From an optimization exercise on the open Yosys and OpenROAD flow, aimed at small area; shortcuts taken in it are not production practice.
Function was checked by simulation only, so behaviour that the tests miss may differ from the original.
Power figures rest on the tool's default switching activity, not on a simulated workload.

===== flow/run.sh =====
#!/bin/bash
# Own layout flow: the standard layout (standard.sh: ORFS synthesis unchanged,
# then floorplan to finish) with two layout options changed:
#  - ports are buffered with the small sky130_fd_sc_hd__buf_1 instead of the
#    buffer that buffer_ports picks by itself (still one buffer on every input
#    and output port);
#  - clock tree synthesis builds the tree from sky130_fd_sc_hd__clkbuf_8 and
#    inserts no dummy loads.
# Every tool's output goes to the ORFS logs under orfs/logs and, for the make
# run as a whole, to standard.log in this folder.
set -euo pipefail
export BUFFER_PORTS_ARGS="-buffer_cell sky130_fd_sc_hd__buf_1"
export CTS_ARGS="-sink_clustering_enable -repair_clock_nets -dont_use_dummy_load -buf_list sky130_fd_sc_hd__clkbuf_8"
bash standard.sh > standard.log 2>&1

===== config.mk =====
export PLATFORM = sky130hd
export DESIGN_NAME = oscq
export DESIGN_NICKNAME = oscq
export VERILOG_FILES = /design/flow/design.v
export SDC_FILE = /design/flow/constraint.sdc
export NUM_CORES = 4
export LEC_CHECK = 0
export CAP_MARGIN = 20
export CORE_MARGIN = 2
export CORE_UTILIZATION = 40
export SLEW_MARGIN = 20
export SYNTH_HIERARCHICAL = 1
export SYNTH_MEMORY_MAX_BITS = 16384

===== design.v =====
module oscq_sine (
    input  wire        q0,
    input  wire [7:0]  i,
    output wire [12:0] val
);
    wire [8:0] k = q0 ? (9'd256 - {1'b0, i}) : {1'b0, i};
    wire [5:0] h = k[8:3];
    wire [2:0] l = k[2:0];
    wire [12:0] a;
    wire [4:0] b;
    wire [1:0] r;
    oscq_sine_ab u_ab (.h(h), .a(a), .b(b));
    oscq_sine_r  u_r  (.k(k), .r(r));
    wire [4:0] pp [0:2];
    assign pp[0] = b & {5{l[0]}};
    assign pp[1] = b & {5{l[1]}};
    assign pp[2] = b & {5{l[2]}};
    wire w1;
    wire w2;
    oscq_fa u_w1 (.a(a[0]), .b(r[0]), .c(pp[0][0]), .s(w1), .co(w2));
    wire w3;
    wire w4;
    oscq_fa u_w3 (.a(a[1]), .b(r[1]), .c(pp[0][1]), .s(w3), .co(w4));
    wire w5;
    wire w6;
    oscq_fa u_w5 (.a(a[2]), .b(pp[0][2]), .c(pp[1][1]), .s(w5), .co(w6));
    wire w7;
    wire w8;
    oscq_fa u_w7 (.a(a[3]), .b(pp[0][3]), .c(pp[1][2]), .s(w7), .co(w8));
    wire w9;
    wire w10;
    oscq_fa u_w9 (.a(a[4]), .b(pp[0][4]), .c(pp[1][3]), .s(w9), .co(w10));
    wire w11;
    wire w12;
    oscq_fa u_w11 (.a(a[5]), .b(pp[1][4]), .c(pp[2][3]), .s(w11), .co(w12));
    wire w13;
    wire w14;
    oscq_fa u_w13 (.a(w2), .b(w3), .c(pp[1][0]), .s(w13), .co(w14));
    wire w15;
    wire w16;
    oscq_fa u_w15 (.a(w4), .b(w5), .c(pp[2][0]), .s(w15), .co(w16));
    wire w17;
    wire w18;
    oscq_fa u_w17 (.a(w6), .b(w7), .c(pp[2][1]), .s(w17), .co(w18));
    wire w19;
    wire w20;
    oscq_fa u_w19 (.a(w8), .b(w9), .c(pp[2][2]), .s(w19), .co(w20));
    wire w21;
    wire w22;
    oscq_fa u_w21 (.a(w12), .b(a[6]), .c(pp[2][4]), .s(w21), .co(w22));
    wire w23;
    wire w24;
    oscq_fa u_w23 (.a(w20), .b(w10), .c(w11), .s(w23), .co(w24));
    wire w25;
    wire w26;
    oscq_ha u_w25 (.a(w14), .b(w15), .s(w25), .co(w26));
    wire w27;
    wire w28;
    oscq_fa u_w27 (.a(w16), .b(w17), .c(w26), .s(w27), .co(w28));
    wire w29;
    wire w30;
    oscq_fa u_w29 (.a(w18), .b(w19), .c(w28), .s(w29), .co(w30));
    wire w31;
    wire w32;
    oscq_ha u_w31 (.a(w23), .b(w30), .s(w31), .co(w32));
    wire w33;
    wire w34;
    oscq_fa u_w33 (.a(w24), .b(w21), .c(w32), .s(w33), .co(w34));
    wire w35;
    wire w36;
    oscq_fa u_w35 (.a(w22), .b(a[7]), .c(w34), .s(w35), .co(w36));
    wire w37;
    wire w38;
    oscq_ha u_w37 (.a(a[8]), .b(w36), .s(w37), .co(w38));
    wire w39;
    wire w40;
    oscq_ha u_w39 (.a(a[9]), .b(w38), .s(w39), .co(w40));
    wire w41;
    wire w42;
    oscq_ha u_w41 (.a(a[10]), .b(w40), .s(w41), .co(w42));
    wire w43;
    wire w44;
    oscq_ha u_w43 (.a(a[11]), .b(w42), .s(w43), .co(w44));
    wire w45;
    wire w46;
    oscq_ha u_w45 (.a(a[12]), .b(w44), .s(w45), .co(w46));
    assign val = {w45, w43, w41, w39, w37, w35, w33, w31, w29, w27, w25, w13, w1};
endmodule
module oscq_sine_ab (input wire [5:0] h, output reg [12:0] a, output reg [4:0] b);
    always @(*) begin
        case (h)
            6'd0: begin a = 13'd0; b = 5'd25; end
            6'd1: begin a = 13'd201; b = 5'd25; end
            6'd2: begin a = 13'd401; b = 5'd25; end
            6'd3: begin a = 13'd599; b = 5'd25; end
            6'd4: begin a = 13'd799; b = 5'd24; end
            6'd5: begin a = 13'd995; b = 5'd24; end
            6'd6: begin a = 13'd1188; b = 5'd24; end
            6'd7: begin a = 13'd1376; b = 5'd24; end
            6'd8: begin a = 13'd1567; b = 5'd23; end
            6'd9: begin a = 13'd1751; b = 5'd22; end
            6'd10: begin a = 13'd1930; b = 5'd22; end
            6'd11: begin a = 13'd2105; b = 5'd21; end
            6'd12: begin a = 13'd2272; b = 5'd21; end
            6'd13: begin a = 13'd2439; b = 5'd20; end
            6'd14: begin a = 13'd2598; b = 5'd19; end
            6'd15: begin a = 13'd2750; b = 5'd18; end
            6'd16: begin a = 13'd2896; b = 5'd17; end
            6'd17: begin a = 13'd3031; b = 5'd17; end
            6'd18: begin a = 13'd3166; b = 5'd15; end
            6'd19: begin a = 13'd3290; b = 5'd14; end
            6'd20: begin a = 13'd3402; b = 5'd14; end
            6'd21: begin a = 13'd3513; b = 5'd12; end
            6'd22: begin a = 13'd3612; b = 5'd11; end
            6'd23: begin a = 13'd3702; b = 5'd10; end
            6'd24: begin a = 13'd3784; b = 5'd9; end
            6'd25: begin a = 13'd3856; b = 5'd8; end
            6'd26: begin a = 13'd3918; b = 5'd7; end
            6'd27: begin a = 13'd3970; b = 5'd6; end
            6'd28: begin a = 13'd4017; b = 5'd4; end
            6'd29: begin a = 13'd4051; b = 5'd3; end
            6'd30: begin a = 13'd4075; b = 5'd2; end
            6'd31: begin a = 13'd4088; b = 5'd1; end
            6'd32: begin a = 13'd4096; b = 5'd0; end
            default: begin a = 13'd0; b = 5'd0; end
        endcase
    end
endmodule
module oscq_sine_r (input wire [8:0] k, output reg [1:0] r);
    always @(*) begin
        case (k)
            9'd0: r = 2'd0;
            9'd1: r = 2'd0;
            9'd2: r = 2'd0;
            9'd3: r = 2'd0;
            9'd4: r = 2'd0;
            9'd5: r = 2'd0;
            9'd6: r = 2'd0;
            9'd7: r = 2'd0;
            9'd8: r = 2'd0;
            9'd9: r = 2'd0;
            9'd10: r = 2'd0;
            9'd11: r = 2'd0;
            9'd12: r = 2'd0;
            9'd13: r = 2'd0;
            9'd14: r = 2'd0;
            9'd15: r = 2'd0;
            9'd16: r = 2'd0;
            9'd17: r = 2'd0;
            9'd18: r = 2'd0;
            9'd19: r = 2'd0;
            9'd20: r = 2'd0;
            9'd21: r = 2'd0;
            9'd22: r = 2'd0;
            9'd23: r = 2'd0;
            9'd24: r = 2'd2;
            9'd25: r = 2'd1;
            9'd26: r = 2'd1;
            9'd27: r = 2'd1;
            9'd28: r = 2'd1;
            9'd29: r = 2'd1;
            9'd30: r = 2'd0;
            9'd31: r = 2'd0;
            9'd32: r = 2'd0;
            9'd33: r = 2'd0;
            9'd34: r = 2'd1;
            9'd35: r = 2'd1;
            9'd36: r = 2'd2;
            9'd37: r = 2'd3;
            9'd38: r = 2'd3;
            9'd39: r = 2'd3;
            9'd40: r = 2'd0;
            9'd41: r = 2'd0;
            9'd42: r = 2'd0;
            9'd43: r = 2'd1;
            9'd44: r = 2'd1;
            9'd45: r = 2'd1;
            9'd46: r = 2'd1;
            9'd47: r = 2'd1;
            9'd48: r = 2'd1;
            9'd49: r = 2'd1;
            9'd50: r = 2'd1;
            9'd51: r = 2'd1;
            9'd52: r = 2'd0;
            9'd53: r = 2'd0;
            9'd54: r = 2'd0;
            9'd55: r = 2'd0;
            9'd56: r = 2'd3;
            9'd57: r = 2'd3;
            9'd58: r = 2'd3;
            9'd59: r = 2'd2;
            9'd60: r = 2'd2;
            9'd61: r = 2'd1;
            9'd62: r = 2'd0;
            9'd63: r = 2'd0;
            9'd64: r = 2'd0;
            9'd65: r = 2'd0;
            9'd66: r = 2'd0;
            9'd67: r = 2'd0;
            9'd68: r = 2'd0;
            9'd69: r = 2'd0;
            9'd70: r = 2'd0;
            9'd71: r = 2'd0;
            9'd72: r = 2'd0;
            9'd73: r = 2'd1;
            9'd74: r = 2'd1;
            9'd75: r = 2'd2;
            9'd76: r = 2'd2;
            9'd77: r = 2'd3;
            9'd78: r = 2'd3;
            9'd79: r = 2'd3;
            9'd80: r = 2'd0;
            9'd81: r = 2'd1;
            9'd82: r = 2'd1;
            9'd83: r = 2'd1;
            9'd84: r = 2'd0;
            9'd85: r = 2'd0;
            9'd86: r = 2'd0;
            9'd87: r = 2'd0;
            9'd88: r = 2'd0;
            9'd89: r = 2'd1;
            9'd90: r = 2'd1;
            9'd91: r = 2'd2;
            9'd92: r = 2'd2;
            9'd93: r = 2'd2;
            9'd94: r = 2'd2;
            9'd95: r = 2'd2;
            9'd96: r = 2'd3;
            9'd97: r = 2'd3;
            9'd98: r = 2'd3;
            9'd99: r = 2'd2;
            9'd100: r = 2'd2;
            9'd101: r = 2'd2;
            9'd102: r = 2'd1;
            9'd103: r = 2'd0;
            9'd104: r = 2'd1;
            9'd105: r = 2'd1;
            9'd106: r = 2'd1;
            9'd107: r = 2'd1;
            9'd108: r = 2'd1;
            9'd109: r = 2'd0;
            9'd110: r = 2'd0;
            9'd111: r = 2'd0;
            9'd112: r = 2'd0;
            9'd113: r = 2'd0;
            9'd114: r = 2'd1;
            9'd115: r = 2'd1;
            9'd116: r = 2'd1;
            9'd117: r = 2'd1;
            9'd118: r = 2'd1;
            9'd119: r = 2'd1;
            9'd120: r = 2'd0;
            9'd121: r = 2'd1;
            9'd122: r = 2'd1;
            9'd123: r = 2'd2;
            9'd124: r = 2'd2;
            9'd125: r = 2'd2;
            9'd126: r = 2'd2;
            9'd127: r = 2'd2;
            9'd128: r = 2'd0;
            9'd129: r = 2'd1;
            9'd130: r = 2'd1;
            9'd131: r = 2'd2;
            9'd132: r = 2'd2;
            9'd133: r = 2'd2;
            9'd134: r = 2'd3;
            9'd135: r = 2'd3;
            9'd136: r = 2'd3;
            9'd137: r = 2'd3;
            9'd138: r = 2'd3;
            9'd139: r = 2'd3;
            9'd140: r = 2'd2;
            9'd141: r = 2'd1;
            9'd142: r = 2'd1;
            9'd143: r = 2'd0;
            9'd144: r = 2'd0;
            9'd145: r = 2'd1;
            9'd146: r = 2'd1;
            9'd147: r = 2'd2;
            9'd148: r = 2'd3;
            9'd149: r = 2'd3;
            9'd150: r = 2'd3;
            9'd151: r = 2'd3;
            9'd152: r = 2'd0;
            9'd153: r = 2'd0;
            9'd154: r = 2'd1;
            9'd155: r = 2'd2;
            9'd156: r = 2'd2;
            9'd157: r = 2'd3;
            9'd158: r = 2'd3;
            9'd159: r = 2'd3;
            9'd160: r = 2'd3;
            9'd161: r = 2'd3;
            9'd162: r = 2'd3;
            9'd163: r = 2'd3;
            9'd164: r = 2'd2;
            9'd165: r = 2'd1;
            9'd166: r = 2'd1;
            9'd167: r = 2'd0;
            9'd168: r = 2'd0;
            9'd169: r = 2'd1;
            9'd170: r = 2'd1;
            9'd171: r = 2'd2;
            9'd172: r = 2'd2;
            9'd173: r = 2'd3;
            9'd174: r = 2'd3;
            9'd175: r = 2'd3;
            9'd176: r = 2'd0;
            9'd177: r = 2'd1;
            9'd178: r = 2'd1;
            9'd179: r = 2'd2;
            9'd180: r = 2'd2;
            9'd181: r = 2'd2;
            9'd182: r = 2'd3;
            9'd183: r = 2'd2;
            9'd184: r = 2'd0;
            9'd185: r = 2'd1;
            9'd186: r = 2'd2;
            9'd187: r = 2'd2;
            9'd188: r = 2'd2;
            9'd189: r = 2'd2;
            9'd190: r = 2'd2;
            9'd191: r = 2'd2;
            9'd192: r = 2'd0;
            9'd193: r = 2'd0;
            9'd194: r = 2'd1;
            9'd195: r = 2'd1;
            9'd196: r = 2'd1;
            9'd197: r = 2'd1;
            9'd198: r = 2'd1;
            9'd199: r = 2'd1;
            9'd200: r = 2'd0;
            9'd201: r = 2'd1;
            9'd202: r = 2'd1;
            9'd203: r = 2'd1;
            9'd204: r = 2'd1;
            9'd205: r = 2'd1;
            9'd206: r = 2'd0;
            9'd207: r = 2'd0;
            9'd208: r = 2'd1;
            9'd209: r = 2'd1;
            9'd210: r = 2'd1;
            9'd211: r = 2'd1;
            9'd212: r = 2'd1;
            9'd213: r = 2'd1;
            9'd214: r = 2'd0;
            9'd215: r = 2'd0;
            9'd216: r = 2'd3;
            9'd217: r = 2'd3;
            9'd218: r = 2'd3;
            9'd219: r = 2'd2;
            9'd220: r = 2'd2;
            9'd221: r = 2'd1;
            9'd222: r = 2'd1;
            9'd223: r = 2'd0;
            9'd224: r = 2'd0;
            9'd225: r = 2'd1;
            9'd226: r = 2'd1;
            9'd227: r = 2'd2;
            9'd228: r = 2'd2;
            9'd229: r = 2'd2;
            9'd230: r = 2'd3;
            9'd231: r = 2'd2;
            9'd232: r = 2'd0;
            9'd233: r = 2'd1;
            9'd234: r = 2'd1;
            9'd235: r = 2'd2;
            9'd236: r = 2'd2;
            9'd237: r = 2'd2;
            9'd238: r = 2'd2;
            9'd239: r = 2'd1;
            9'd240: r = 2'd1;
            9'd241: r = 2'd1;
            9'd242: r = 2'd1;
            9'd243: r = 2'd2;
            9'd244: r = 2'd1;
            9'd245: r = 2'd1;
            9'd246: r = 2'd1;
            9'd247: r = 2'd0;
            9'd248: r = 2'd3;
            9'd249: r = 2'd3;
            9'd250: r = 2'd3;
            9'd251: r = 2'd3;
            9'd252: r = 2'd2;
            9'd253: r = 2'd2;
            9'd254: r = 2'd1;
            9'd255: r = 2'd0;
            9'd256: r = 2'd0;
            default: r = 2'd0;
        endcase
    end
endmodule
module oscq_wave (
    input  wire [2:0]  op,       
    input  wire [31:0] phase,
    input  wire [31:0] duty,
    input  wire [31:0] xin,
    input  wire [15:0] imm16,
    output wire [15:0] sample
);
    wire p31 = phase[31];
    wire s_sin = (op == 3'd1);
    wire s_rmp = (op == 3'd2);
    wire s_tri = (op == 3'd3);
    wire s_pwm = (op == 3'd4);
    wire s_qx  = (op == 3'd5);
    wire s_imm = op[2] & op[1];       
    wire [12:0] smag;
    oscq_sine u_sine (.q0(phase[30]), .i(phase[29:22]), .val(smag));
    wire [15:0] sin_m = {3'b000, smag};
    wire [15:0] ramp_b = {{4{~p31}}, phase[30:19]};
    wire        ramp_c = ~p31 & (|phase[18:0]);
    wire [15:0] tri_t  = {{4{~phase[30]}}, phase[29:18]};
    wire        tri_tc = ~phase[30] & (|phase[17:0]);
    wire gt;
    oscq_cmp32 u_cmp (.a(phase), .b(duty), .gt(gt));
    wire [15:0] pwm_b = {~gt, ~gt, ~gt, 1'b1, 12'd0};
    wire [15:0] qx_b = xin[27:12];
    wire        qx_c = xin[31] & (|xin[11:0]);
    wire neg = p31 & (s_sin | s_tri);
    wire [15:0] base;
    genvar j;
    generate
        for (j = 0; j < 16; j = j + 1) begin : g_b
            if (j < 12) begin : g_lo           
                oscq_wsel5 u_s (.s1(s_sin), .v1(sin_m[j]), .s2(s_tri), .v2(tri_t[j]), .s3(s_rmp), .v3(ramp_b[j]),
                                .s4(s_qx), .v4(qx_b[j]), .s5(s_imm), .v5(imm16[j]), .x(neg), .y(base[j]));
            end else if (j == 12) begin : g_mid
                oscq_wsel u_s (.s1(s_sin), .v1(sin_m[j]), .s2(s_tri), .v2(tri_t[j]), .s3(s_rmp), .v3(ramp_b[j]),
                               .s4(s_pwm), .v4(pwm_b[j]), .s5(s_qx), .v5(qx_b[j]), .s6(s_imm), .v6(imm16[j]),
                               .x(neg), .y(base[j]));
            end else begin : g_hi              
                oscq_wsel5 u_s (.s1(s_tri), .v1(tri_t[j]), .s2(s_rmp), .v2(ramp_b[j]), .s3(s_pwm), .v3(pwm_b[j]),
                                .s4(s_qx), .v4(qx_b[j]), .s5(s_imm), .v5(imm16[j]), .x(neg), .y(base[j]));
            end
        end
    endgenerate
    wire cin = neg ^ ((s_tri & tri_tc) | (s_rmp & ramp_c) | (s_qx & qx_c));
    oscq_inc16 u_inc (.a(base), .ci(cin), .s(sample));
endmodule
module oscq_inc16 (input wire [15:0] a, input wire ci, output wire [15:0] s);
    wire [16:0] c;
    assign c[0] = ci;
    genvar i;
    generate
        for (i = 0; i < 16; i = i + 1) begin : g_i
            oscq_ha u_h (.a(a[i]), .b(c[i]), .s(s[i]), .co(c[i+1]));
        end
    endgenerate
endmodule
module oscq_gtc (input wire a, input wire bn, input wire ci, output wire co);
    assign co = (a & bn) | (ci & (a | bn));
endmodule
module oscq_cmp32 (input wire [31:0] a, input wire [31:0] b, output wire gt);
    localparam L = 20, H = 32 - L;
    wire [31:0] bn = ~b;
    wire [L:1] cl;
    wire [H:1] c0;
    wire [H:1] c1;
    assign cl[1] = a[0] & bn[0];
    assign c0[1] = a[L] & bn[L];
    assign c1[1] = a[L] | bn[L];
    genvar i;
    generate
        for (i = 1; i < L; i = i + 1) begin : g_l
            oscq_gtc u_l  (.a(a[i]), .bn(bn[i]), .ci(cl[i]), .co(cl[i+1]));
        end
        for (i = 1; i < H; i = i + 1) begin : g_h
            oscq_gtc u_h0 (.a(a[L + i]), .bn(bn[L + i]), .ci(c0[i]), .co(c0[i+1]));
            oscq_gtc u_h1 (.a(a[L + i]), .bn(bn[L + i]), .ci(c1[i]), .co(c1[i+1]));
        end
    endgenerate
    assign gt = cl[L] ? c1[H] : c0[H];
endmodule
module oscq_wsel (input wire s1, input wire v1, input wire s2, input wire v2, input wire s3, input wire v3,
                  input wire s4, input wire v4, input wire s5, input wire v5, input wire s6, input wire v6,
                  input wire x, output wire y);
    wire n1, n2;
    oscq_aoi222 u_1 (.a(s1), .b(v1), .c(s2), .d(v2), .e(s3), .f(v3), .y(n1));
    oscq_aoi222 u_2 (.a(s4), .b(v4), .c(s5), .d(v5), .e(s6), .f(v6), .y(n2));
    assign y = x ^ ~(n1 & n2);
endmodule
module oscq_wsel5 (input wire s1, input wire v1, input wire s2, input wire v2, input wire s3, input wire v3,
                   input wire s4, input wire v4, input wire s5, input wire v5, input wire x, output wire y);
    wire n1;
    oscq_aoi222 u_1 (.a(s1), .b(v1), .c(s2), .d(v2), .e(s3), .f(v3), .y(n1));
    assign y = x ^ ~(n1 & ~((s4 & v4) | (s5 & v5)));
endmodule
module oscq (
    input  wire        clk,
    input  wire        rst,         
    input  wire        tx_valid,
    input  wire        tx_rw,       
    input  wire [3:0]  tx_idx,
    input  wire [31:0] tx_data,
    output reg         rd_valid,
    output wire [31:0] rd_data,
    output reg         smp_valid,
    output wire [15:0] smp_data,
    output wire        done
);
    reg [31:0] freq_r;
    reg [31:0] phase_r;
    reg [31:0] duty_r;
    reg [31:0] count_r;
    reg [31:0] xin_r;
    reg [15:0] sample_r;
    reg        err_overrun;
    reg        err_illcmd;
    reg        err_addr;
    reg [2:0]  rd_sel;
    assign done     = ~|count_r;
    assign smp_data = sample_r;
    wire       is_rd   = tx_valid & ~tx_rw;
    wire       is_wr   = tx_valid &  tx_rw;
    wire [2:0] op      = tx_data[2:0];
    wire [15:0] imm16  = tx_data[31:16];
    wire lo_slot  = ~tx_idx[3] & (~tx_idx[2] | (tx_idx[1:0] == 2'b00));    
    wire wr_reg   = is_wr & lo_slot;
    wire wr_cmd   = is_wr & (tx_idx == 4'd5);
    wire addr_err = (is_rd & (tx_idx[3] | (tx_idx[2:0] == 3'd5))) |
                    (is_wr & (tx_idx[3] | (tx_idx[2:1] == 2'b11)));
    wire cmd_legal = (tx_data[15:3] == 13'd0) & ((op == 3'd6) | (imm16 == 16'd0));
    wire cmd_ok    = wr_cmd & cmd_legal;
    wire ill_cmd   = wr_cmd & ~cmd_legal;
    wire is_osc    = cmd_ok & ((op != 3'd0) & ~op[2] | (op == 3'd4));
    wire overrun   = is_osc & done;
    wire osc_go    = is_osc & ~done;
    wire do_xp     = cmd_ok & ((op == 3'd5) | (op == 3'd6));
    wire do_reset  = cmd_ok & (op == 3'd7);
    wire emit      = osc_go | do_xp;
    wire clr       = rst | do_reset;
    wire [31:0] phase_sum;
    wire [31:0] count_dec;       
    oscq_add32 u_add (.a(phase_r), .b(freq_r), .s(phase_sum));
    oscq_dec32 u_dec (.a(count_r), .g(osc_go), .s(count_dec));
    wire [15:0] new_sample;
    oscq_wave u_wave (
        .op    (op),
        .phase (phase_r),
        .duty  (duty_r),
        .xin   (xin_r),
        .imm16 (imm16),
        .sample(new_sample)
    );
    wire [7:0] rs;      
    assign rs[0] = (rd_sel == 3'd0);
    assign rs[1] = (rd_sel == 3'd1);
    assign rs[2] = (rd_sel == 3'd2);
    assign rs[3] = (rd_sel == 3'd3);
    assign rs[4] = (rd_sel == 3'd4);
    assign rs[5] = 1'b0;
    assign rs[6] = (rd_sel == 3'd6);
    assign rs[7] = (rd_sel == 3'd7);
    wire [31:0] smp_ext = {{16{sample_r[15]}}, sample_r};
    wire [3:0]  status  = {err_addr, err_illcmd, err_overrun, done};
    genvar gi;
    generate
        for (gi = 0; gi < 32; gi = gi + 1) begin : g_rd
            if (gi < 4) begin : g_st
                oscq_rd7 u_rd (.s(rs), .f(freq_r[gi]), .p(phase_r[gi]), .d(duty_r[gi]), .c(count_r[gi]),
                               .x(xin_r[gi]), .m(smp_ext[gi]), .t(status[gi]), .y(rd_data[gi]));
            end else begin : g_no
                oscq_rd6 u_rd (.s(rs), .f(freq_r[gi]), .p(phase_r[gi]), .d(duty_r[gi]), .c(count_r[gi]),
                               .x(xin_r[gi]), .m(smp_ext[gi]), .y(rd_data[gi]));
            end
        end
    endgenerate
    wire wr_freq  = wr_reg & (tx_idx[2:0] == 3'd0);
    wire wr_phase = wr_reg & (tx_idx[2:0] == 3'd1);
    wire wr_duty  = wr_reg & (tx_idx[2:0] == 3'd2);
    wire wr_count = wr_reg & (tx_idx[2:0] == 3'd3);
    wire wr_xin   = wr_reg & tx_idx[2];
    wire w_freq  = wr_freq  & ~rst,  h_freq  = ~(wr_freq  | clr);
    wire w_duty  = wr_duty  & ~rst,  h_duty  = ~(wr_duty  | clr);
    wire w_xin   = wr_xin   & ~rst,  h_xin   = ~(wr_xin   | clr);
    wire w_phase = wr_phase & ~rst,  g_phase = osc_go & ~rst,  h_phase = ~(wr_phase | osc_go | clr);
    wire w_count = wr_count & ~rst,  h_count = ~(wr_count | clr);
    wire w_smp   = emit & ~rst,      h_smp   = ~(emit | clr);
    wire [31:0] freq_nx, duty_nx, xin_nx, phase_nx, count_nx;
    wire [15:0] sample_nx;
    generate
        for (gi = 0; gi < 32; gi = gi + 1) begin : g_up
            oscq_upd2 u_f (.w(w_freq),  .d(tx_data[gi]), .h(h_freq),  .q(freq_r[gi]),  .y(freq_nx[gi]));
            oscq_upd2 u_d (.w(w_duty),  .d(tx_data[gi]), .h(h_duty),  .q(duty_r[gi]),  .y(duty_nx[gi]));
            oscq_upd2 u_x (.w(w_xin),   .d(tx_data[gi]), .h(h_xin),   .q(xin_r[gi]),   .y(xin_nx[gi]));
            oscq_upd2 u_c (.w(w_count), .d(tx_data[gi]), .h(h_count), .q(count_dec[gi]), .y(count_nx[gi]));
            oscq_upd3 u_p (.w(w_phase), .d(tx_data[gi]), .g(g_phase), .u(phase_sum[gi]),
                           .h(h_phase), .q(phase_r[gi]), .y(phase_nx[gi]));
        end
        for (gi = 0; gi < 16; gi = gi + 1) begin : g_us
            oscq_upd2 u_s (.w(w_smp), .d(new_sample[gi]), .h(h_smp), .q(sample_r[gi]), .y(sample_nx[gi]));
        end
    endgenerate
    always @(posedge clk) begin
        freq_r   <= freq_nx;
        phase_r  <= phase_nx;
        duty_r   <= duty_nx;
        count_r  <= count_nx;
        xin_r    <= xin_nx;
        sample_r <= sample_nx;
        if (clr) begin
            err_overrun <= 1'b0;
            err_illcmd  <= 1'b0;
            err_addr    <= 1'b0;
        end else begin
            if (overrun)  err_overrun <= 1'b1;
            if (ill_cmd)  err_illcmd  <= 1'b1;
            if (addr_err) err_addr    <= 1'b1;
        end
    end
    always @(posedge clk) begin
        rd_valid  <= ~rst & is_rd;
        smp_valid <= ~rst & emit;
        rd_sel    <= tx_idx[3] ? 3'd5 : tx_idx[2:0];
    end
endmodule
module oscq_fa (input wire a, input wire b, input wire c, output wire s, output wire co);
    assign s  = a ^ b ^ c;
    assign co = (a & b) | (c & (a ^ b));
endmodule
module oscq_ha (input wire a, input wire b, output wire s, output wire co);
    assign s  = a ^ b;
    assign co = a & b;
endmodule
module oscq_zc_n (input wire z, input wire a, output wire zn);
    assign zn = ~(z & ~a);
endmodule
module oscq_zc_p (input wire zn, input wire a, output wire z);
    assign z = ~(zn | a);
endmodule
module oscq_add32 (input wire [31:0] a, input wire [31:0] b, output wire [31:0] s);
    localparam L = 19, H = 32 - L;
    wire [L:0]   cl;
    wire [H:0]   ch;
    wire [H-1:0] h0;
    oscq_ha u_l0 (.a(a[0]), .b(b[0]), .s(s[0]),  .co(cl[1]));
    oscq_ha u_h0 (.a(a[L]), .b(b[L]), .s(h0[0]), .co(ch[1]));
    genvar i;
    generate
        for (i = 1; i < L; i = i + 1) begin : g_rl
            oscq_fa u_l (.a(a[i]), .b(b[i]), .c(cl[i]), .s(s[i]), .co(cl[i+1]));
        end
        for (i = 1; i < H; i = i + 1) begin : g_rh
            oscq_fa u_h (.a(a[L + i]), .b(b[L + i]), .c(ch[i]), .s(h0[i]), .co(ch[i+1]));
        end
    endgenerate
    wire [H-1:0] p;
    assign p[0] = 1'b1;
    generate
        for (i = 1; i < H; i = i + 1) begin : g_p
            assign p[i] = p[i-1] & h0[i-1];
        end
    endgenerate
    assign s[31:L] = h0 ^ (p & {H{cl[L]}});
endmodule
module oscq_dec32 (input wire [31:0] a, input wire g, output wire [31:0] s);
    wire [32:0] z;    
    assign z[0] = g;
    genvar i;
    generate
        for (i = 0; i < 32; i = i + 2) begin : g_d
            oscq_zc_n u_n (.z(z[i]),     .a(a[i]),   .zn(z[i+1]));
            oscq_zc_p u_p (.zn(z[i+1]),  .a(a[i+1]), .z(z[i+2]));
            assign s[i]   = a[i] ^ z[i];
            assign s[i+1] = ~(a[i+1] ^ z[i+1]);
        end
    endgenerate
endmodule
module oscq_upd2 (input wire w, input wire d, input wire h, input wire q, output wire y);
    assign y = (w & d) | (h & q);
endmodule
module oscq_upd3 (input wire w, input wire d, input wire g, input wire u,
                  input wire h, input wire q, output wire y);
    assign y = (w & d) | (g & u) | (h & q);
endmodule
module oscq_rd6 (input wire [7:0] s, input wire f, input wire p, input wire d, input wire c,
                 input wire x, input wire m, output wire y);
    wire n1, n2;
    oscq_aoi222 u_1 (.a(s[0]), .b(f), .c(s[1]), .d(p), .e(s[2]), .f(d), .y(n1));
    oscq_aoi222 u_2 (.a(s[3]), .b(c), .c(s[4]), .d(x), .e(s[6]), .f(m), .y(n2));
    assign y = ~(n1 & n2);
endmodule
module oscq_rd7 (input wire [7:0] s, input wire f, input wire p, input wire d, input wire c,
                 input wire x, input wire m, input wire t, output wire y);
    wire n1, n2;
    oscq_aoi222 u_1 (.a(s[0]), .b(f), .c(s[1]), .d(p), .e(s[2]), .f(d), .y(n1));
    oscq_aoi222 u_2 (.a(s[3]), .b(c), .c(s[4]), .d(x), .e(s[6]), .f(m), .y(n2));
    assign y = ~(n1 & n2 & ~(s[7] & t));
endmodule
module oscq_aoi222 (input wire a, input wire b, input wire c, input wire d, input wire e, input wire f,
                    output wire y);
    assign y = ~((a & b) | (c & d) | (e & f));
endmodule

===== standard.sh =====
#!/bin/bash
# synth_recipe.tcl (not shown) runs the flow's synth.tcl, then flattens the netlist and writes it again
# the make line also repeats each setting of config.mk as NAME=value (left out here)
make -C /OpenROAD-flow-scripts/flow DESIGN_CONFIG=/design/flow/config.mk WORK_HOME=/design/flow/orfs CLKGATE_MAP_FILE= SYNTH_SCRIPT=/design/flow/synth_recipe.tcl "${@:-finish}"

===== constraint.sdc =====
create_clock -name core_clock -period 10.0 [get_ports {clk}]
set_input_delay 2.0000 -clock core_clock [delete_from_list [all_inputs] [get_ports {clk}]]
set_output_delay 2.0000 -clock core_clock [all_outputs]
set_load 0.01 [all_outputs]

==> notes.md, run 1 <==
Fill cells = 2,934
Buffers on Ports = 90
CTS Buf Count = 17
synthesized area per cell = 9.95 sq um
io pins = 91
final hold violations = 0
Post-Synthesis Net Count = 1,332
row count = 63
# diodes = 0
chip height = 177 um
Hold Crit Class = flop to flop
Worst-Margin Slew = 1.10 ns
wire per inst = 22.5 um
1st-pass router iterations = 9
Achievable Freq = 0.112 GHz
DRC = 0
design area = 13,100 sq um
Required @ worst endpoint = 10.35 ns
core area = 29,500 sq um
via/cell ratio = 6.29
DP Worst Slack = 1.23 ns
Clock Sink Count = 184
Ys Warns = 10
Root Buffer = clkbuf_8
total gr overflow = 0
flop-to-flop setup slack = 1.10 ns
setup TNS = 0 ns
cells on worst reg2reg path = 24
initial antenna violation count = 0
vias in the first global route = 10.4k
Post-Route WL = 38,000 um
final period demand of the worst path = 8.90 ns
fin. max-slew vios = 0
max cap viols = 0
TritonCTS clock tree = done
critical path arrival = 9.24 ns
post-CTS resize count = 0
H-Tree Depth = 4
DR iter-0 viols = 1,209
Worst IR Drop VDD = 0.0762 mV
Die X = 177 um
leak pwr = 5.57 nW
largest net degree at the start of global routing = 40
mapped cell area = 11,900 sq um
share of post-route cells with drive strength above 1 = 11.2%
outcome = no timing/DRC/antenna violations
cell count after synthesis = 1,200
Initial Util = 40.5%
final worst slack = 1.10 ns
Fin Clk Skew = 0.0346 ns
power density over the cells = 97.1 nW/um^2
clock latency on the worst-skew pair = 0.47 ns
Reg clk slew, reported paths = 0.09 ns
Max clock buf depth = 2
Critical Path End Type = flop
Global Route Usage Sum = 24.3%
headroom to the max-slew limit = 26.6%
Min Hold Slack = 0.482 ns
Hold-fix buffers, CTS = 0
unrepaired setup endpoints after global routing = no
via count = 10.6k
CP Launch Type = flop
# setup viols final = 0
nets = 1,433
WHS Path Cells = 1
dpl hpwl = 27,200 um
Post-DP Area = 12,800 sq um
CP max FO = 7
Area Overhead vs Synth = 9.42%
post-route ant nets = 0
GP Congestion = 0.879
first-pass GRT wire length = 59,600 um
Setup Fix Bufs, Post-CTS = 0
die area = 31,200 sq um
CP Class = flop to flop
final core occ = 44.3%
fin crit share = 89.0%
==> worst max-delay path: stages (launching register included) <==
cell,delay [ns]
dfxtp_1,0.37
ha_1,0.23
fa_1,0.38
fa_1,0.39
fa_1,0.40
fa_1,0.40
fa_1,0.41
fa_1,0.41
fa_1,0.40
fa_1,0.42
fa_1,0.41
fa_1,0.40
fa_1,0.41
fa_1,0.40
fa_1,0.41
fa_1,0.43
fa_1,0.41
fa_1,0.40
fa_1,0.41
fa_1,0.53
nand4_4,0.20
nor3_1,0.10
xor2_1,0.15
a222oi_1,0.26
inv_1,0.07
==> final timing paths <==
kind | end | from
setup reg to reg | phase_r[28]$_DFF_P_ | phase_r[0]$_DFF_P_
setup / recovery | phase_r[28]$_DFF_P_ | phase_r[0]$_DFF_P_
hold / removal | xin_r[28]$_DFF_P_ | xin_r[28]$_DFF_P_
hold reg to reg | xin_r[28]$_DFF_P_ | xin_r[28]$_DFF_P_
==> layout make-up <==
cell class	count	area (sq um)	share of cell area [%]
repair buffers	119	556	4.25
clock buffers	17	234	1.79
multi-input cells	893	7780	59.5
flip-flops and latches	184	3680	28.2
well taps	390	488	3.74
inverters	86	323	2.47
==> through the flow <==
step           power [mW]  std cells
2_1_floorplan       0.835       1200
3_3_place_gp        0.894       1672
3_5_place_dp        0.895       1672
4_1_cts              1.28       1689
5_1_grt              1.31       1689
6_report             1.27       1689
==> flip-flops by register name, summed over array words and instances, names as in the netlist <==
name	flops
count_r	32
duty_r	32
freq_r	32
phase_r	32
xin_r	32
sample_r	16
rd_sel	3
err_addr	1
err_illcmd	1
err_overrun	1
rd_valid	1
smp_valid	1
==> routing by layer <==
layer	GRT usage (%)	wire (um)
met5	0	0
met4	7.16	819
met3	2.96	2500
met2	41.5	18500
met1	32.2	16100
==> power breakdown <==
group          switching, mW  internal (mW)  total, mW
combinational         0.0903         0.0435      0.134
sequential           0.00799          0.738      0.746
clock                  0.238          0.151      0.389
==> cells in the final DEF, fill, tap and decap left out, types with 41 or more instances in the layout <==
master    count
dfxtp_1     184
a22o_1      144
a222oi_1    113
buf_1        90
inv_1        83
nand2_1      79
nor2_1       50
ha_1         46
fa_1         46
maj3_2       41
==> inputs of run 2 (changes only) <==
--- a/design.v
+++ b/design.v
@@ -452,7 +452,7 @@
     assign co = (a & bn) | (ci & (a | bn));
 endmodule
 module oscq_cmp32 (input wire [31:0] a, input wire [31:0] b, output wire gt);
-    localparam L = 20, H = 32 - L;
+    localparam L = 22, H = 32 - L;
     wire [31:0] bn = ~b;
     wire [L:1] cl;
     wire [H:1] c0;
@@ -630,7 +630,7 @@
     assign z = ~(zn | a);
 endmodule
 module oscq_add32 (input wire [31:0] a, input wire [31:0] b, output wire [31:0] s);
-    localparam L = 19, H = 32 - L;
+    localparam L = 21, H = 32 - L;
     wire [L:0]   cl;
     wire [H:0]   ch;
     wire [H-1:0] h0;
==> run 2 against run 1 <==
Combinational power hardly changed. Critical path depth is 1 higher. Design area is 0.30% lower. Area after synthesis is 0.67% lower. Non-clock buffer count is 2 higher. Largest cell class unchanged. Register-to-register slack worse by 0.70 ns. Hold slack worse by 0.00077 ns. Synthesized cell count is 0.67% lower. First-iteration DRC count is 56% higher. Sequential power hardly changed.
==> notes.md, run 2 <==
GP Congestion = 0.884 (+0.53%)
largest net degree at the start of global routing = 51 (+28%)
Initial Util = 40.3% (-0.16 points)
Ys Warns = 10 (unchanged)
CP delay by family, top = adder cells
Max clock buf depth = 2 (unchanged)
GR peak layer = met2
leak pwr = 5.55 nW (-0.34%)
Area Overhead vs Synth = 9.84%
# diodes = 0 (unchanged)
critical path arrival = 9.91 ns (+0.67 ns)
post-route ant nets = 0 (unchanged)
power density over the cells = 97.2 nW/um^2 (about the same)
CP max FO = 5 (-2)
max cap viols = 0 (unchanged)
Die X = 176 um (-0.33%)
final hold violations = 0 (unchanged)
outcome = no timing/DRC/antenna violations
Buffers on Ports = 90 (unchanged)
Reg clk slew, reported paths = 0.09 ns (about the same)
TritonCTS clock tree = done
1st-pass router iterations = 10 (+1)
fin. max-slew vios = 0 (unchanged)
Hold Crit Class = flop to flop
core area = 29,400 sq um (-0.27%)
chip height = 176 um (-0.33%)
DRC = 0 (unchanged)
synthesized area per cell = 9.95 sq um (about the same)
CTS Buf Count = 17 (unchanged)
Placed Cells = 1,665 (-0.42%)
Post-Synthesis Net Count = 1,324 (-0.60%)
final worst slack = 0.404 ns (-0.700 ns)
initial antenna violation count = 0 (unchanged)
CP Launch Type = flop
via count = 10.6k (+0.25%)
Fin Clk Skew = 0.0430 ns (+0.00842 ns)
first-pass GRT wire length = 59,800 um (+0.34%)
most frequent cells in the layout = dfxtp_1, a22o_1, a222oi_1, buf_1, inv_1
mapped cell area = 11,900 sq um (-0.67%)
headroom to the max-slew limit = 21.8% (-4.8 points)
Worst path slowest cell = fa_1
fin cells = 1,683 (-0.36%)
Crit path top cell by count = fa_1
Required @ worst endpoint = 10.32 ns (-0.03 ns)
share of post-route cells with drive strength above 1 = 11.2% (+0.052 points)
GR Util met3 = 3.85% (+0.89 points)
final period demand of the worst path = 9.60 ns (+0.700 ns)
Achievable Freq = 0.104 GHz (-7.3%)
clock latency on the worst-skew pair = 0.47 ns (about the same)
Root Buffer = clkbuf_8
CP Class = flop to flop
final core occ = 44.3% (about the same)
total gr overflow = 0 (unchanged)
die area = 31,000 sq um (-0.66%)
Critical Path End Type = flop
Worst-Margin Slew = 1.17 ns (+0.0669 ns)
Post-Route WL = 37,800 um (-0.47%)
post-CTS resize count = 0 (unchanged)
Min Hold Slack = 0.481 ns (-0.000771 ns)
row count = 63 (unchanged)
CP bufs+invs = 1 (unchanged)
cell count after synthesis = 1,192 (-0.67%)
GRT met2 Usage = 38.9% (-2.7 points)
Worst IR Drop VDD = 0.0624 mV (-18%)
vias in the first global route = 10.2k (-1.3%)
Clock Sink Count = 184 (unchanged)
met1 Resource Use GR = 34.5% (+2.3 points)
nets = 1,427 (-0.42%)
# setup viols final = 0 (unchanged)
Hold-fix buffers, CTS = 0 (unchanged)
Global Route Usage Sum = 24.5% (+0.16 points)
unrepaired setup endpoints after global routing = no
fin crit share = 96.0% (+7.0 points)
DP Worst Slack = 0.560 ns (-0.671 ns)
wire per inst = 22.5 um (-0.12%)
via/cell ratio = 6.32 (+0.61%)
commonest non-fill, non-tap cell in the layout = dfxtp_1
setup TNS = 0 ns (unchanged)
H-Tree Depth = 4 (unchanged)
Setup Fix Bufs, Post-CTS = 0 (unchanged)
dpl hpwl = 26,200 um (-3.4%)
io pins = 91 (unchanged)
critical path's largest stage delay = 0.51 ns (-0.02 ns)
DR iter-0 viols = 1,885 (+56%)
## run 2: final cells by class
class	count	area, sq um
Tap cell	390	488
Timing Repair Buffer	121	591
Fill cell	2848	16400
Clock buffer	17	234
Sequential cell	184	3680
Inverter	85	319
Multi-Input combinational cell	886	7710
## run 2: worst paths after layout
kind / startpoint / to / slack [ns] / cells after the start
worst max register to register: phase_r[0]$_DFF_P_ / phase_r[22]$_DFF_P_ / 0.40 / 25
worst max-delay path: phase_r[0]$_DFF_P_ / phase_r[22]$_DFF_P_ / 0.40 / 25
worst min register to register: xin_r[28]$_DFF_P_ / xin_r[28]$_DFF_P_ / 0.48 / 1
worst min-delay path: xin_r[28]$_DFF_P_ / xin_r[28]$_DFF_P_ / 0.48 / 1
## run 2: per-stage QoR
step	cell area (sq um)	power [mW]
after floorplan	11900	0.835
after global placement	12800	0.893
after detailed placement	12800	0.893
after CTS	13000	1.27
after global routing	13000	1.32
final	13000	1.27
## run 2: worst reg2reg max path, delay by kind of cell, from the launching register on
kind,cells,cell delay (ns)
fa+ha+maj,22,8.68
flops,1,0.36
compound gates,1,0.22
xor+xnor,1,0.16
buf+inv,1,0.06
## run 2: report_power, final
group / internal (mW) / switching (mW) / total (mW)
Combinational: 0.0444 / 0.0901 / 0.134
Sequential: 0.738 / 0.00772 / 0.746
Clock: 0.151 / 0.235 / 0.385
## run 2: layer usage
layer | vias up | routed length, um
met1 | 5255 | 17100
met3 | 57 | 2560
li1 | 4868 | -
met2 | 463 | 17300
met5 | - | 0
met4 | 0 | 792
==> inputs of run 3 (changes only) <==
--- a/config.mk
+++ b/config.mk
@@ -5,9 +5,10 @@
 export SDC_FILE = /design/flow/constraint.sdc
 export NUM_CORES = 4
 export LEC_CHECK = 0
-export CAP_MARGIN = 20
+export CAP_MARGIN = 5
 export CORE_MARGIN = 2
 export CORE_UTILIZATION = 40
-export SLEW_MARGIN = 20
+export GPL_TIMING_DRIVEN = 0
+export SLEW_MARGIN = 5
 export SYNTH_HIERARCHICAL = 1
 export SYNTH_MEMORY_MAX_BITS = 16384
==> run 3 against run 2 <==
Sequential power about the same. Sequential cell count unchanged. Count of clock-buffer cells in the layout unchanged. Area after synthesis unchanged. Wire length increased by 1.9%. Largest power group unchanged.
==> notes.md, run 3 <==
outcome = no timing/DRC/antenna violations
core area = 29,400 sq um (unchanged)
cells on worst reg2reg path = 26 (+4.0%)
stages on the worst setup path = 26 (+4.0%)
# diodes = 0 (unchanged)
chip height = 176 um (unchanged)
fin cells = 1,718 (+2.1%)
final period demand of the worst path = 9.76 ns (+0.165 ns)
max cap viols = 0 (unchanged)
CTS Buf Count = 17 (unchanged)
Area Overhead vs Synth = 13.0%
fin crit share = 97.6% (+1.6 points)
DRC = 0 (unchanged)
# setup viols final = 0 (unchanged)
synthesized area per cell = 9.95 sq um (unchanged)
GP Congestion = 0.935 (+5.8%)
Die X = 176 um (unchanged)
Fin Clk Skew = 0.0310 ns (-0.0120 ns)
total gr overflow = 0 (unchanged)
Achievable Freq = 0.102 GHz (-1.7%)
nets = 1,462 (+2.5%)
CP bufs+invs = 1 (unchanged)
Clock Sink Count = 184 (unchanged)
Ys Warns = 10 (unchanged)
post-route ant nets = 0 (unchanged)
DR iter-0 viols = 1,471 (-22%)
largest net degree at the start of global routing = 33 (-35%)
CP Launch Type = flop
initial antenna violation count = 0 (unchanged)
share of post-route cells with drive strength above 1 = 13.2% (+2.0 points)
leak pwr = 5.73 nW (+3.3%)
critical path arrival = 10.11 ns (+0.20 ns)
via count = 11.0k (+3.1%)
CP max FO = 5 (unchanged)
Initial Util = 40.3% (unchanged)
Worst-Margin Slew = 1.09 ns (-0.0798 ns)
Post-Synthesis Net Count = 1,324 (unchanged)
power density over the cells = 94.8 nW/um^2 (-2.5%)
Post-Route WL = 38,500 um (+1.9%)
via/cell ratio = 6.39 (+1.0%)
final core occ = 45.6% (+1.3 points)
Buffers on Ports = 89 (-1.1%)
CP Class = flop to flop
most frequent cells in the layout = dfxtp_1, a22o_1, a222oi_1, buf_1, inv_1
Power Total = 1.27 mW (+0.28%)
Root Buffer = clkbuf_8
critical path's largest stage delay = 0.52 ns (about the same)
Post-DP Area = 13,100 sq um (+2.9%)
Crit path top cell by count = fa_1
TritonCTS clock tree = done
design area = 13,400 sq um (+2.9%)
Max clock buf depth = 2 (unchanged)
CP delay by family, top = adder cells
die area = 31,000 sq um (unchanged)
io pins = 91 (unchanged)
Critical Path End Type = flop
Global Route Usage Sum = 24.6% (+0.14 points)
Worst path slowest cell = fa_1
1st-pass router iterations = 12 (+2)
Reg clk slew, reported paths = 0.10 ns (about the same)
fin. max-slew vios = 0 (unchanged)
row count = 63 (unchanged)
cell count after synthesis = 1,192 (unchanged)
vias in the first global route = 10.6k (+3.0%)
WHS Path Cells = 1 (unchanged)
Required @ worst endpoint = 10.35 ns (+0.03 ns)
post-CTS resize count = 0 (unchanged)
Hold Crit Class = flop to flop
commonest non-fill, non-tap cell in the layout = dfxtp_1
H-Tree Depth = 4 (unchanged)
final hold violations = 0 (unchanged)
dpl hpwl = 28,900 um (+10%)
Placed Cells = 1,696 (+1.9%)
first-pass GRT wire length = 59,800 um (about the same)
wire per inst = 22.4 um (-0.13%)
Worst IR Drop VDD = 0.0733 mV (+17%)
clock latency on the worst-skew pair = 0.46 ns (about the same)
flop-to-flop setup slack = 0.24 ns (-0.16 ns)
mapped cell area = 11,900 sq um (unchanged)
headroom to the max-slew limit = 27.2% (+5.3 points)
unrepaired setup endpoints after global routing = no
## run 3: layer usage
metal | routed length [um] | global-route usage (%) | up-vias
met1 | 15900 | 32.7 | 5436
met2 | 18800 | 41.6 | 520
li1 | - | - | 4956
met4 | 1030 | 8.16 | 0
met5 | 0 | 0 | -
met3 | 2820 | 3.12 | 65
## run 3: stage by stage
| step | setup WS [ns] | hold WS [ns] | TNS [ns] |
|---|---|---|---|
| finish | 0.240 | 0.485 | 0 |
| global route | 0.00634 | 0.503 | 0 |
| CTS | 0.294 | 0.483 | 0 |
| detailed placement | 0.318 | 0.467 | 0 |
| global placement | -0.274 | 0.462 | -0.402 |
| floorplan | 1.03 | 0.437 | 0 |
## run 3: cell type report
type	count	area [sq um]
fill	2848	16000
multi-input combinational	886	7710
sequential	184	3680
timing repair buffer	119	686
tap	390	488
inverter	85	319
buffer	37	273
clock buffer	17	234
## run 3: worst reg2reg max path, delay by kind of cell, from the launching register on
kind	cells	cell delay (ns)
adders and majority gates	21	8.55
DFF	1	0.38
and+or+nand+nor	2	0.38
AOI/OAI and AO/OA	1	0.24
xor gates and xnor gates	1	0.07
buffers and inverters	1	0.06
## run 3: power by group
part           internal (mW)  total (mW)  switching, mW
clock network          0.151       0.383          0.232
registers              0.738       0.746        0.00784
logic                 0.0500       0.141         0.0909
total                  0.939        1.27          0.331
## run 3: worst paths after layout
kind                                start                 endpoint
hold / removal    err_illcmd$_SDFFE_PP0P_  err_illcmd$_SDFFE_PP0P_
hold reg to reg   err_illcmd$_SDFFE_PP0P_  err_illcmd$_SDFFE_PP0P_
setup / recovery       phase_r[0]$_DFF_P_      phase_r[27]$_DFF_P_
setup reg to reg       phase_r[0]$_DFF_P_      phase_r[27]$_DFF_P_
## run 3: what timing repair did
item / in CTS / in global routing
setup buffers: 0 / 5
hold buffers: 0 / 0
endpoints found under the setup margin: 0 / 2
==> inputs of run 4 (changes only) <==
--- a/config.mk
+++ b/config.mk
@@ -8,7 +8,6 @@
 export CAP_MARGIN = 5
 export CORE_MARGIN = 2
 export CORE_UTILIZATION = 40
-export GPL_TIMING_DRIVEN = 0
 export SLEW_MARGIN = 5
 export SYNTH_HIERARCHICAL = 1
 export SYNTH_MEMORY_MAX_BITS = 16384
==> run 4 against run 3 <==
Area after synthesis unchanged. Count of clock-buffer cells in the layout stayed put. Maximum frequency rose by 1.7%. Sequential power about the same. Sequential share of layout area up 0.87 points. Sequential cell count stayed put. Critical path depth is 1 lower. Setup slack better by 0.17 ns. Critical path type unchanged.
==> notes.md, run 4 <==
critical path arrival = 9.92 ns (-0.19 ns)
CP bufs+invs = 1 (unchanged)
Area Overhead vs Synth = 9.55%
synthesized area per cell = 9.95 sq um (unchanged)
fin crit share = 95.9% (-1.7 points)
dpl hpwl = 26,200 um (-9.3%)
H-Tree Depth = 4 (unchanged)
Worst-Margin Slew = 1.18 ns (+0.0926 ns)
Hold Crit Class = flop to flop
cells on worst reg2reg path = 25 (-3.8%)
via/cell ratio = 6.34 (-0.84%)
clock latency on the worst-skew pair = 0.47 ns (about the same)
Root Buffer = clkbuf_8
headroom to the max-slew limit = 21.0% (-6.2 points)
GP Congestion = 0.884 (-5.5%)
row count = 63 (unchanged)
FF-to-FF End = phase_r[22]$_DFF_P_
DRC = 0 (unchanged)
Critical Path End Type = flop
Crit path top cell by count = fa_1
# diodes = 0 (unchanged)
final hold violations = 0 (unchanged)
fin. max-slew vios = 0 (unchanged)
flop-to-flop setup slack = 0.41 ns (+0.17 ns)
worst hold start = xin_r[28]$_DFF_P_
switching part of the total = 26.4% (+0.32 points)
WHS Path Cells = 1 (unchanged)
CP Launch Type = flop
power density over the cells = 97.4 nW/um^2 (+2.8%)
cell count after synthesis = 1,192 (unchanged)
commonest non-fill, non-tap cell in the layout = dfxtp_1
Post-Route WL = 37,900 um (-1.6%)
CP Class = flop to flop
total gr overflow = 0 (unchanged)
unrepaired setup endpoints after global routing = no
Post-Synthesis Net Count = 1,324 (unchanged)
Setup Fix Bufs, Post-CTS = 0 (unchanged)
first-pass GRT wire length = 59,800 um (about the same)
DP Worst Slack = 0.560 ns (+0.242 ns)
fin cells = 1,682 (-2.1%)
via count = 10.7k (-2.9%)
setup TNS = 0 ns (unchanged)
DR iter-0 viols = 1,791 (+22%)
1st-pass router iterations = 9 (-3)
io pins = 91 (unchanged)
post-CTS resize count = 0 (unchanged)
largest net degree at the start of global routing = 51 (+55%)
max cap viols = 0 (unchanged)
mapped cell area = 11,900 sq um (unchanged)
Die X = 176 um (unchanged)
final period demand of the worst path = 9.59 ns (-0.167 ns)
Achievable Freq = 0.104 GHz (+1.7%)
leak pwr = 5.53 nW (-3.5%)
Seq pwr share = 58.9% (about the same)
CP delay by family, top = adder cells
CP max FO = 5 (unchanged)
outcome = no timing/DRC/antenna violations
chip height = 176 um (unchanged)
Max clock buf depth = 2 (unchanged)
reg2reg start = phase_r[0]$_DFF_P_
Clock Sink Count = 184 (unchanged)
share of post-route cells with drive strength above 1 = 11.1% (-2.0 points)
Worst IR Drop VDD = 0.0631 mV (-14%)
Initial Util = 40.3% (unchanged)
Ys Warns = 10 (unchanged)
Hold Path End = xin_r[28]$_DFF_P_
Global Route Usage Sum = 24.5% (-0.14 points)
# setup viols final = 0 (unchanged)
Reg clk slew, reported paths = 0.09 ns (about the same)
Hold-fix buffers, CTS = 0 (unchanged)
Worst path slowest cell = fa_1
nets = 1,426 (-2.5%)
wire per inst = 22.5 um (+0.52%)
core area = 29,400 sq um (unchanged)
CTS Buf Count = 17 (unchanged)
TritonCTS clock tree = done
die area = 31,000 sq um (unchanged)
vias in the first global route = 10.2k (-2.9%)
final worst slack = 0.407 ns (+0.167 ns)
most frequent cells in the layout = dfxtp_1, a22o_1, a222oi_1, buf_1, inv_1
Required @ worst endpoint = 10.32 ns (-0.03 ns)
Psw = 334 uW (+0.93%)
Placed Cells = 1,665 (-1.8%)
Fill cells = 2,855 (+0.25%)
Clock power frac = 30.6% (+0.5 points)
Buffers on Ports = 90 (+1.1%)
post-route ant nets = 0 (unchanged)
initial antenna violation count = 0 (unchanged)
power share of the combinational group = 10.5% (-0.6 points)
Int Pwr = 932 uW (-0.73%)
critical path's largest stage delay = 0.51 ns (about the same)
Fin Clk Skew = 0.0436 ns (+0.0126 ns)
run 4: worst max-delay path by stage:
stage	cells after the start	start	endpoint	slack, ns
finish	25	phase_r[0]$_DFF_P_	phase_r[22]$_DFF_P_	0.41
global route	25	phase_r[0]$_DFF_P_	phase_r[22]$_DFF_P_	0.14
CTS	25	phase_r[0]$_DFF_P_	phase_r[22]$_DFF_P_	0.47
detailed placement	25	phase_r[0]$_DFF_P_	phase_r[22]$_DFF_P_	0.56
global placement	25	phase_r[0]$_DFF_P_	phase_r[22]$_DFF_P_	0.54
floorplan	25	phase_r[0]$_DFF_P_	phase_r[22]$_DFF_P_	1.03
run 4: per-layer routing:
layer | vias up | share of wire (%) | routed length [um] | track usage (%)
met5 | - | 0 | 0 | 0
met4 | 0 | 2.0 | 753 | 6.85
li1 | 4864 | - | - | -
met1 | 5278 | 45 | 17000 | 34.5
met3 | 50 | 7.0 | 2640 | 3.85
met2 | 465 | 46 | 17500 | 38.9
run 4: power by group through the flow:
stage	clock [mW]	sequential, mW	combinational (mW)
final	0.387	0.746	0.133
after CTS	0.397	0.746	0.131
after floorplan	0	0.760	0.0744
after global routing	0.426	0.747	0.144
after global placement	0	0.763	0.130
after detailed placement	0	0.763	0.130
run 4: through the flow:
step	utilization, %	instance area, sq um	hold slack, ns	total power [mW]
floorplan	-	11900	0.437	0.835
global placement	43.4	12800	0.459	0.893
detailed placement	43.4	12800	0.459	0.893
CTS	44.2	13000	0.482	1.27
global route	44.2	13000	0.492	1.32
finish	44.2	13000	0.481	1.27
run 4: worst register-to-register path, cell delays in order, from the launching register on:
cell	delay [ns]
dfxtp_1	0.36
ha_1	0.23
fa_1	0.38
fa_1	0.39
fa_1	0.40
fa_1	0.40
fa_1	0.39
fa_1	0.39
fa_1	0.39
fa_1	0.41
fa_1	0.42
fa_1	0.41
fa_1	0.41
fa_1	0.42
fa_1	0.41
fa_1	0.41
fa_1	0.40
fa_1	0.40
fa_1	0.41
fa_1	0.41
fa_1	0.41
fa_1	0.51
ha_1	0.26
xor2_1	0.16
a222oi_1	0.22
inv_1	0.06
run 4: layout make-up:
cell class,count,area [sq um],area share [%]
clock buffer,17,234,1.80
inverter,85,319,2.46
multi-input combinational,886,7700,59.3
sequential,184,3680,28.4
tap,390,488,3.76
timing repair buffer,120,563,4.33
==> inputs of run 5 (changes only) <==
--- a/config.mk
+++ b/config.mk
@@ -5,9 +5,9 @@
 export SDC_FILE = /design/flow/constraint.sdc
 export NUM_CORES = 4
 export LEC_CHECK = 0
-export CAP_MARGIN = 5
+export CAP_MARGIN = 0
 export CORE_MARGIN = 2
 export CORE_UTILIZATION = 40
-export SLEW_MARGIN = 5
+export SLEW_MARGIN = 0
 export SYNTH_HIERARCHICAL = 1
 export SYNTH_MEMORY_MAX_BITS = 16384
==> run 5 against run 4 <==
Wire length stayed put. Sequential power hardly changed. Critical path depth stayed put. Hold slack stayed put. Maximum frequency stayed put. Count of clock-buffer cells in the layout stayed put. Critical endpoint unchanged.
==> notes.md, run 5 <==
Worst setup endpoint = phase_r[22]$_DFF_P_
final hold violations = 0 (unchanged)
flop-to-flop setup slack = 0.41 ns (about the same)
via/cell ratio = 6.34 (unchanged)
power share of the combinational group = 10.5% (about the same)
final worst slack = 0.407 ns (unchanged)
Fill cells = 2,855 (unchanged)
Critical Path End Type = flop
max cap viols = 0 (unchanged)
outcome = no timing/DRC/antenna violations
Post-Route WL = 37,900 um (unchanged)
final period demand of the worst path = 9.59 ns (unchanged)
reg2reg start = phase_r[0]$_DFF_P_
H-Tree Depth = 4 (unchanged)
DRC = 0 (unchanged)
Buffers on Ports = 90 (unchanged)
post-CTS resize count = 0 (unchanged)
fin. max-slew vios = 0 (unchanged)
row count = 63 (unchanged)
core area = 29,400 sq um (unchanged)
CP max FO = 5 (unchanged)
TritonCTS clock tree = done
Post-Synthesis Net Count = 1,324 (unchanged)
1st-pass router iterations = 9 (unchanged)
# setup viols final = 0 (unchanged)
CP Class = flop to flop
wire per inst = 22.5 um (unchanged)
cells on worst reg2reg path = 25 (unchanged)
clock latency on the worst-skew pair = 0.47 ns (about the same)
io pins = 91 (unchanged)
Root Buffer = clkbuf_8
cell count after synthesis = 1,192 (unchanged)
vias in the first global route = 10.2k (unchanged)
Clock Sink Count = 184 (unchanged)
Clock power frac = 30.6% (about the same)
DR iter-0 viols = 1,791 (unchanged)
post-route ant nets = 0 (unchanged)
total gr overflow = 0 (unchanged)
Worst-Margin Slew = 1.18 ns (unchanged)
leak pwr = 5.53 nW (unchanged)
power density over the cells = 97.4 nW/um^2 (unchanged)
FF-to-FF End = phase_r[22]$_DFF_P_
Reg clk slew, reported paths = 0.09 ns (about the same)
initial antenna violation count = 0 (unchanged)
Ys Warns = 10 (unchanged)
chip height = 176 um (unchanged)
die area = 31,000 sq um (unchanged)
share of post-route cells with drive strength above 1 = 11.1% (unchanged)
largest net degree at the start of global routing = 51 (unchanged)
Fin Clk Skew = 0.0436 ns (unchanged)
setup TNS = 0 ns (unchanged)
Max clock buf depth = 2 (unchanged)
dpl hpwl = 26,200 um (unchanged)
Setup Fix Bufs, Post-CTS = 0 (unchanged)
critical path arrival = 9.92 ns (about the same)
first-pass GRT wire length = 59,800 um (unchanged)
crit path from = phase_r[0]$_DFF_P_
via count = 10.7k (unchanged)
headroom to the max-slew limit = 21.0% (unchanged)
Seq pwr share = 58.9% (about the same)
fin crit share = 95.9% (unchanged)
CTS Buf Count = 17 (unchanged)
Worst IR Drop VDD = 0.0631 mV (unchanged)
synthesized area per cell = 9.95 sq um (unchanged)
Hold Crit Class = flop to flop
Area Overhead vs Synth = 9.55% (unchanged)
Hold-fix buffers, CTS = 0 (unchanged)
most frequent cells in the layout = dfxtp_1, a22o_1, a222oi_1, buf_1, inv_1
unrepaired setup endpoints after global routing = no
Required @ worst endpoint = 10.32 ns (about the same)
Initial Util = 40.3% (unchanged)
Int Pwr = 932 uW (unchanged)
# diodes = 0 (unchanged)
Psw = 334 uW (unchanged)
mapped cell area = 11,900 sq um (unchanged)
Die X = 176 um (unchanged)
GP Congestion = 0.884 (unchanged)
switching part of the total = 26.4% (unchanged)
Achievable Freq = 0.104 GHz (unchanged)
nets = 1,426 (unchanged)
DP Worst Slack = 0.560 ns (unchanged)
commonest non-fill, non-tap cell in the layout = dfxtp_1
Global Route Usage Sum = 24.5% (unchanged)
CP Launch Type = flop
run 5: area by class of cell:
class	count	area, sq um	area share [%]
timing repair buffer	120	563	4.33
inverter	85	319	2.46
multi-input combinational	886	7700	59.3
sequential	184	3680	28.4
clock buffer	17	234	1.80
tap	390	488	3.76
run 5: per-layer routing:
metal | track usage, % | routed length, um | up-vias
li1 | - | - | 4864
met1 | 34.5 | 17000 | 5278
met5 | 0 | 0 | -
met2 | 38.9 | 17500 | 465
met4 | 6.85 | 753 | 0
met3 | 3.85 | 2640 | 50
run 5: how the worst min path moves through the flow:
stage,cells after the start,slack [ns],start,end
2_1_floorplan,2,0.44,err_addr$_SDFFE_PP0P_,err_addr$_SDFFE_PP0P_
3_3_place_gp,1,0.46,err_illcmd$_SDFFE_PP0P_,err_illcmd$_SDFFE_PP0P_
3_5_place_dp,1,0.46,xin_r[28]$_DFF_P_,xin_r[28]$_DFF_P_
4_1_cts,1,0.48,xin_r[29]$_DFF_P_,xin_r[29]$_DFF_P_
5_1_grt,1,0.49,xin_r[29]$_DFF_P_,xin_r[29]$_DFF_P_
6_report,1,0.48,xin_r[28]$_DFF_P_,xin_r[28]$_DFF_P_
run 5: power by group through the flow:
stage	registers (mW)	logic, mW	clock network [mW]
floorplan	0.760	0.0744	0
global placement	0.763	0.130	0
detailed placement	0.763	0.130	0
CTS	0.746	0.131	0.397
global route	0.747	0.144	0.426
finish	0.746	0.133	0.387
run 5: critical path: stages, from the launching register on:
cell	delay, ns
dfxtp_1	0.36
ha_1	0.23
fa_1	0.38
fa_1	0.39
fa_1	0.40
fa_1	0.40
fa_1	0.39
fa_1	0.39
fa_1	0.39
fa_1	0.41
fa_1	0.42
fa_1	0.41
fa_1	0.41
fa_1	0.42
fa_1	0.41
fa_1	0.41
fa_1	0.40
fa_1	0.40
fa_1	0.41
fa_1	0.41
fa_1	0.41
fa_1	0.51
ha_1	0.26
xor2_1	0.16
a222oi_1	0.22
inv_1	0.06
run 5: per-stage QoR:
| step | util, % | cell area [sq um] | power, mW | hold slack (ns) | instances |
|---|---|---|---|---|---|
| 4_1_cts | 44.2 | 13000 | 1.27 | 0.482 | 1682 |
| 5_1_grt | 44.2 | 13000 | 1.32 | 0.492 | 1682 |
| 3_5_place_dp | 43.4 | 12800 | 0.893 | 0.459 | 1665 |
| 6_report | 44.2 | 13000 | 1.27 | 0.481 | 1682 |
| 2_1_floorplan | - | 11900 | 0.835 | 0.437 | 1192 |
| 3_3_place_gp | 43.4 | 12800 | 0.893 | 0.459 | 1665 |

==> static timing again, ports no longer ideal <==
No port has a modelled driver above. Below, the same layouts with a new extraction and two added sets of constraints.
Step 1 (the two cells are an assumption about what drives the block):
set clk [get_ports {clk}]
set_driving_cell -lib_cell sky130_fd_sc_hd__clkbuf_16 $clk
set_driving_cell -lib_cell sky130_fd_sc_hd__buf_2 [delete_from_list [all_inputs] $clk]
Step 2 adds t to the input delays and takes it off the output delays; t is the mean of the earliest and latest rising clock arrival at the registers after step 1. Input paths then give back, and output paths get back, about the clock's delay inside the block.
Three values: no drivers, after step 1, after step 2; two values: the first two.
run	t (ns)	setup WS [ns]	hold WS [ns]	worst register clock-pin slew, ns	cell pins on the clock port's net
run 1	0.492	1.104 / 1.104 / 1.104	0.482 / 0.482 / 0.482	0.10 / 0.10	1
run 2	0.489	0.404 / 0.404 / 0.404	0.481 / 0.481 / 0.481	0.11 / 0.11	1
run 3	0.483	0.240 / 0.240 / 0.240	0.485 / 0.485 / 0.485	0.10 / 0.10	1
run 4	0.491	0.407 / 0.407 / 0.407	0.481 / 0.481 / 0.481	0.11 / 0.11	1
run 5	0.491	0.407 / 0.407 / 0.407	0.481 / 0.481 / 0.481	0.11 / 0.11	1
After both steps every run listed still meets setup and hold.
